This is an optimization exercise on Yosys and OpenROAD, whose aim is small area, a short achievable clock period and few clock cycles per item, not a production implementation. Only simulation tests tie the RTL to the original design; equivalence was not proved. No activity file was given, so power comes from the tool's default toggle rates.

Setup of run 1:
Design qr_rs_decoder, start of the top module:
module qr_rs_decoder (
  input  wire         clk,
  input  wire         rst,
  input  wire         cmd_valid,
  output wire         cmd_ready,
  input  wire [7:0]   cmd_n,
  input  wire [4:0]   cmd_k,
  input  wire         in_valid,
  output wire         in_ready,
  input  wire [7:0]   in_data,
  output reg          res_valid,
  output reg  [1:0]   res_err,
  output reg  [2:0]   res_sub,
  output reg  [3:0]   res_nerr,
  output wire [119:0] res_eloc,
  output wire [119:0] res_emag
);
For scale: roughly 14000 cells after synthesis, roughly 1800 flip-flops, roughly 280 I/O pins, roughly 120000 um2 of cells after synthesis.
Settings: LEC_CHECK=0, CAP_MARGIN=20, CORE_MARGIN=2, CORE_UTILIZATION=45, CTS_CLUSTER_DIAMETER=80, CTS_CLUSTER_SIZE=20, PLACE_DENSITY=0.65, SLEW_MARGIN=20; clock period 12.0 ns.
standard.sh (not shown) runs the stock make flow with config.mk's settings and CLKGATE_MAP_FILE= SYNTH_SCRIPT=/design/flow/synth_recipe.tcl, a recipe that flattens the netlist after the stock synthesis.
==> flow/flow/run.sh <==
#!/bin/bash
# The standard layout (standard.sh: the ORFS flow, synthesis unchanged), with
#  - port buffers of buf_4 rather than the resizer's weakest buffer, and
#  - timing repair (after CTS and after global routing) aiming for 8.8 ns of
#    setup slack, i.e. a 3.2 ns register-to-register delay.
# Each tool writes its full log under orfs/logs; the make output goes to standard.log.
set -euo pipefail
export BUFFER_PORTS_ARGS="-buffer_cell sky130_fd_sc_hd__buf_4"
export SETUP_SLACK_MARGIN=8.8
bash standard.sh > standard.log 2>&1
Testbench counts of run 1, summed over its fixed seeds: cycles 23,072, blocks 240.
[inputs] run 2 vs run 1
- GPL_TIMING_DRIVEN: unset -> 1
==> flow/flow/run.sh <==
#!/bin/bash
# The standard layout (standard.sh: the ORFS flow, synthesis unchanged), with
#  - port buffers of buf_4 rather than the resizer's weakest buffer, and
#  - timing repair (after CTS and after global routing) aiming for 8.5 ns of
#    setup slack, i.e. a 3.5 ns register-to-register delay.
# Each tool writes its full log under orfs/logs; the make output goes to standard.log.
set -euo pipefail
export BUFFER_PORTS_ARGS="-buffer_cell sky130_fd_sc_hd__buf_4"
export SETUP_SLACK_MARGIN=8.5
bash standard.sh > standard.log 2>&1
### Flow results
- Final critical-path share of the clock period is lower on run 1
- Going from run 1 to run 2, the met3 capacity usage during global routing was found to have gone down by 2.0 points.
- Summary of run 2 over run 1: arrival time at the worst endpoint increased by 50 ps relative to the old numbers, total power shrank by 14%, total detailed-routing wirelength went down by 15 mm.
- Sum of routed wire segments on met1 | run 2 below run 1
- In run 2, the worst setup slack came out 53 ps below the value in run 1.
- Diff run 1 -> run 2: multi-input gate share of total cell area has increased, logic gate share of total power has decreased.
- Reported for run 1 and run 2, arithmetic-cell share of the synthesized area counting full adders, half adders and majority gates turned out identical to the last digit.
- Compared with run 1, run 2 shows a lower area overhead of the layout relative to synthesis.
--- input diff run 2..run 3 ---
- GPL_TIMING_DRIVEN: 1 -> unset
[summary]
On total chip power, run 3 tracks run 2 almost exactly.
Reported for run 2 and run 3, pin count of the biggest net entering global routing turned out identical to the last digit.
On portion of total power attributed to combinational logic, run 2 and run 3 are neck and neck.
Distinct cell type count after synthesis came out exactly the same in run 2 and run 3.
Re number of instances in the synthesized netlist: no difference whatsoever between run 2 and run 3.
Required time reported for the critical path endpoint delta (run 2 -> run 3): insignificant
Compared with run 2, in run 3 fraction of area in multi-input gates roughly the same; minimum setup slack after placement roughly the same; design internal power roughly the same.
## Diff of input files: run 4 against run 3
==> flow/flow/run.sh <==
#!/bin/bash
# The standard layout (standard.sh: the ORFS flow, synthesis unchanged), with
#  - port buffers of buf_4 rather than the resizer's weakest buffer, and
#  - timing repair (after CTS and after global routing) aiming for 8.2 ns of
#    setup slack, i.e. a 3.8 ns register-to-register delay.
# Each tool writes its full log under orfs/logs; the make output goes to standard.log.
set -euo pipefail
export BUFFER_PORTS_ARGS="-buffer_cell sky130_fd_sc_hd__buf_4"
export SETUP_SLACK_MARGIN=8.2
bash standard.sh > standard.log 2>&1
Findings:
On maximum operating frequency: between run 3 and run 4, it ends up lower for run 4.
Delay of the slowest cell on the worst path (higher): run 4
Die area: run 4 vs run 3 identical
The estimated power of run 4 ends up lower than the estimate for run 3.
Diff run 3 -> run 4: time the final worst path needs with I/O delays and setup went up 26 ps; critical path depth rose by 7; design area lost 1.9%.


## juniper
qr_rs_decoder, a different RTL version from the one above (not shown whole).
Size in the first run: about 14000 cells after synthesis, roughly 280 I/O pins, roughly 0.12 mm² of cells after synthesis.
export LEC_CHECK = 0
export CAP_MARGIN = 50
export CORE_MARGIN = 2
export CORE_UTILIZATION = 45
export CTS_CLUSTER_DIAMETER = 80
export CTS_CLUSTER_SIZE = 20
export PLACE_DENSITY = 0.65
export SLEW_MARGIN = 70
create_clock -name core_clock -period 12.0 [get_ports {clk}]
==> flow/flow/run.sh <==
#!/bin/bash
# The standard layout (standard.sh: the ORFS flow, synthesis unchanged), with
#  - port buffers of buf_4 rather than the resizer's weakest buffer, and
#  - timing repair (after CTS and after global routing) aiming for 8.5 ns of
#    setup slack, i.e. a 3.5 ns register-to-register delay.
# Each tool writes its full log under orfs/logs; the make output goes to standard.log.
set -euo pipefail
export BUFFER_PORTS_ARGS="-buffer_cell sky130_fd_sc_hd__buf_4"
export SETUP_SLACK_MARGIN=8.5
bash standard.sh > standard.log 2>&1
Testbench counts of juniper, summed over its fixed seeds: cycles 23,168, blocks 240.
[inputs] indigo vs juniper
Settings: removing CTS_CLUSTER_SIZE (formerly 20); removing CTS_CLUSTER_DIAMETER (formerly 80).
Compared with juniper, indigo shows a higher final clock period utilization by the worst path. [compare] base=juniper new=indigo: number of global-route vias before repair up 1033; maximum fanout count along the critical path ~0 delta; routed length per instance held. Max clock transition at the registers of the reported paths across indigo and juniper: juniper. Delta(filler-free cell count of the finished design, indigo - juniper) > 0. Register share of the cell area ends up lower on indigo.
For yarrow, these inputs were changed with respect to indigo:
Settings: CTS_CLUSTER_SIZE: unset -> 20; CTS_CLUSTER_DIAMETER: unset -> 80; CAP_MARGIN: 50 -> 20; SLEW_MARGIN: 70 -> 20.
### Flow results
- Every stage of the flow completed for yarrow, and the final layout passed the timing, design-rule and antenna checks.
- Routability congestion estimate delta (yarrow -> indigo): insignificant
- Relative to indigo, the total power of yarrow is lower by 11%.
- The peak supply drop number comes out lower for indigo vs yarrow.
- Going from indigo to yarrow, cell area dropped 0.011 mm², achievable frequency climbed 6.6 MHz.
- Diff indigo -> yarrow | combinational group share of total power | decrease of 2.0 points
--- input diff yarrow..willow ---
Settings: swapping 20 for 50 in CAP_MARGIN; swapping 0.65 for 0.7 in PLACE_DENSITY; swapping 80 for 60 in CTS_CLUSTER_DIAMETER; swapping 45 for 50 in CORE_UTILIZATION; swapping 20 for 70 in SLEW_MARGIN.
Findings:
- Compared with yarrow, willow shows number of buffers created by CTS that has gone up by more than 10%.
- willow ran to completion and came out clean on the timing, design-rule and antenna checks.
- Looking at clock skew, willow sits 42 ps higher than yarrow does.
- In the tables for yarrow and willow, wire length of the first global-routing pass reads higher with willow.
- The lower final area of yarrow and willow is in yarrow.
- Any difference in power per cell area between willow and yarrow is small enough to ignore.
- Part of the cycle the worst path needs (higher): willow
- Compared with yarrow, willow degrades reported leakage power.
- Sort yarrow and willow by pin count of the biggest net entering global routing desc -> top: yarrow
- Routed wire length went up slightly going from yarrow to willow.
- Re worst relative slew slack: yarrow and willow aren't equal, and the lower value belongs to yarrow.
- Non-clock buffer count grows by more than half when moving from yarrow to willow.

[what the ideal ports hide]
The results above use ideal ports. As a check the final layouts listed here were re-extracted and re-timed, cells and wires unchanged.
Step 1: set_driving_cell puts a clkbuf_16 on clk and a buf_2 on each other input, an assumption about the parent block.
Step 2, shift: input delay + t, output delay - t, t = (earliest + latest rising clock arrival at the registers) / 2. This alone moves slack from input paths to output paths.
Slacks: ideal / step 1 / step 2; pairs: ideal / step 1.
run	shift t [ns]	setup slack, ns	pins driven straight from the clock port
run 1	0.955	8.132 / 8.041 / 8.037	1
run 2	0.962	8.080 / 7.978 / 7.727	1
run 3	0.962	8.080 / 7.978 / 7.727	1
run 4	0.975	8.054 / 7.967 / 7.645	1
juniper	0.963	8.137 / 8.027 / 8.240	1
indigo	1.014	8.055 / 7.952 / 8.222	1
yarrow	0.960	8.155 / 8.042 / 8.228	1
willow	0.975	8.125 / 8.019 / 8.133	1
After both steps every run listed still meets setup and hold. For run 4, which loses most, drivers alone change the setup slack by -0.087 ns; drivers and shift together by -0.409 ns.
